Source: an optimization exercise on an open RTL-to-GDS flow (aim: small area, a short achievable clock period and few clock cycles per item). Production flows keep margins and buffers that such runs may drop. At most, simulation tests tie the RTL to the original design; equivalence was not proved. Power is estimated from default activity; no workload was simulated.

## oak
// pn532_codec
module pn532_codec (
    input  wire       clk,
    input  wire       rst,
    input  wire [7:0] in_data,
    input  wire       in_valid,
    output wire       in_ready,
    output wire [7:0] out_data,
    output wire       out_valid,
    output wire       out_last,
    output wire       out_fault,
    input  wire       out_ready
);
Size: ~540 cells after synthesis, roughly 24 I/O pins.
Settings: LEC_CHECK=0, CAP_MARGIN=20, CORE_MARGIN=2, CORE_UTILIZATION=40, SETUP_SLACK_MARGIN=2.5, SLEW_MARGIN=20; clock period 5.0 ns.
standard.sh (not shown) runs the stock make flow with config.mk's settings and CLKGATE_MAP_FILE= SYNTH_SCRIPT=/design/flow/synth_recipe.tcl, a recipe that flattens the netlist after the stock synthesis.
==> flow/flow/run.sh <==
#!/bin/bash
set -euo pipefail
export BUFFER_PORTS_ARGS="-buffer_cell sky130_fd_sc_hd__buf_4"
bash standard.sh > standard_flow.log 2>&1
> inputs changed (oak -> pine)
diff --git a/flow/design.v b/flow/design.v
--- a/flow/design.v
+++ b/flow/design.v
@@ -36,16 +36,14 @@
     reg [NS-1:0] st;
     reg [1:0]  mode;
     reg [7:0]  rem;
     reg [15:0] acc;
     reg        f1, f4;
     reg [7:0]  o_data;
     reg        o_valid, o_last, o_fault;
-    reg [7:0]  k_data;
-    reg        k_valid, k_last, k_fault;
     function [7:0] dec8;
         input [7:0] x;
         integer i;
         reg b;
         begin
             b = 1'b1;
             for (i = 0; i < 8; i = i + 1) begin
@@ -56,16 +54,15 @@
     endfunction
     wire s_idle = st[I_IDLE], s_tail = st[I_TAIL], s_len = st[I_LEN], s_data = st[I_DATA];
     wire s_skip = st[I_SKIP], s_dpre = st[I_DPRE], s_dlcs = st[I_DLCS], s_dtfi = st[I_DTFI];
     wire s_drc = st[I_DRC], s_dpay = st[I_DPAY], s_dst = st[I_DST], s_ecmd = st[I_ECMD];
     wire s_elen = st[I_ELEN], s_epay = st[I_EPAY], s_eh1 = st[I_EH1], s_eh2 = st[I_EH2];
     wire s_eh3 = st[I_EH3], s_eh4 = st[I_EH4], s_eh5 = st[I_EH5], s_eh6 = st[I_EH6];
     wire s_lo = st[I_LO], s_res = st[I_RES];
-    wire ob_free = !k_valid;                    
-    wire o_busy  = o_valid && !out_ready;       
+    wire ob_free = !o_valid || out_ready;
     reg  takes;                  
     assign in_ready = takes && ob_free;
     wire v    = in_valid;
     wire fire = v && in_ready;
     wire m_dcs = (mode == 2'b00);
     wire m_dec = (mode == 2'b11);
     wire inv   = (mode == 2'b10);
@@ -179,40 +176,35 @@
         end
         if (hi_init || hi_in || hi_dec)
             fc_1 <= hi_dec ? (fc == 8'd2) : hi_in ? (in_data == 8'd1) : 1'b0;
         if (s_dlcs)
             d_inc <= !(inc_s[8] && (inc_s[7:2] != 6'd0));
         if (f_op)
             mode <= {op_b || op_dec, !(op_dcs || op_b || op_st)};
-        if (!o_busy) begin
-            o_data  <= k_valid ? k_data  : e_data;
-            o_last  <= k_valid ? k_last  : e_last;
-            o_fault <= k_valid ? k_fault : e_fault;
-        end
-        if (emit_ld && o_busy) begin
-            k_data  <= e_data;
-            k_last  <= e_last;
-            k_fault <= e_fault;
+        if (emit_ld) begin
+            o_data  <= e_data;
+            o_last  <= e_last;
+            o_fault <= e_fault;
         end
     end
     always @(posedge clk) begin
         if (rst) begin
             st      <= {{(NS-1){1'b0}}, 1'b1};
             takes   <= 1'b1;
             o_valid <= 1'b0;
-            k_valid <= 1'b0;
             f1      <= 1'b0;
             f4      <= 1'b0;
         end else begin
             st <= st_n;
             takes <= !(st_n[I_EH1] || st_n[I_EH2] || st_n[I_EH3] || st_n[I_EH4] ||
                        st_n[I_EH5] || st_n[I_EH6] || st_n[I_LO] || st_n[I_RES]);
-            if (!o_busy)
-                o_valid <= k_valid || emit;
-            k_valid <= o_busy && (k_valid || emit);
+            if (emit)
+                o_valid <= 1'b1;
+            else if (out_ready)
+                o_valid <= 1'b0;
             if (f_op && op_rst) begin
                 f1 <= 1'b0;
                 f4 <= 1'b0;
             end else begin
                 if (s_elen && fire && ovf)
                     f1 <= 1'b1;
                 if (f_op && op_ref)
Results
When pine is measured against oak, its required arrival time at the worst endpoint turns out 1.10 ns lower.
In the metrics for oak and pine, the one carrying the higher final critical-path required period is oak.
oak has higher multiplexer fraction of the synthesized cell area than pine.
Summary of pine over oak: die outline height -about 4.5%; post-route met1 wirelength -about 5.5%; share of power burned in registers ~0 delta; cell area -about 13%.
NOTE: number of cell instances on the worst register-to-register path in pine falls short of that of oak
From oak to pine the numbers moved as follows: largest fanout on the critical path increased by 1 relative to the old numbers; sum of internal, switching and leakage power fell 0.23 mW.
Testbench counts of pine, summed over its fixed seeds: cycles 78,497, items 1,920.
Function not checked in oak: the RTL went through the layout flow alone.

-- separate check: timing with driven ports --
In the flow no input, the clock included, has a driving cell. The finished layouts below were timed again as built, in two steps. Step 1: set_driving_cell puts a clkbuf_16 on clk and a buf_2 on each other input, an assumption about the parent block. Step 2 times the ports against the registers' clock, not the clock port: input delays grow and output delays shrink by t, the midpoint of the rising clock arrivals with the driver on. a / b / c = ideal / step 1 / step 2; a / b = the first two.
| run | shift t [ns] | slack for setup (ns) | hold slack, ns | clock arrival spread, ns | slew at the worst register clock pin (ns) |
|---|---|---|---|---|---|
| oak | 0.385 | 2.381 / 2.376 / 1.991 | 0.488 / 0.488 / 0.488 | 0.005 / 0.006 | 0.06 / 0.06 |
| pine | 0.380 | 2.474 / 2.443 / 2.120 | 0.492 / 0.492 / 0.492 | 0.006 / 0.006 | 0.06 / 0.06 |
After both steps setup and hold are still met in every run listed. For oak, which loses most, drivers alone change the setup slack by -0.005 ns; drivers and shift together by -0.390 ns.
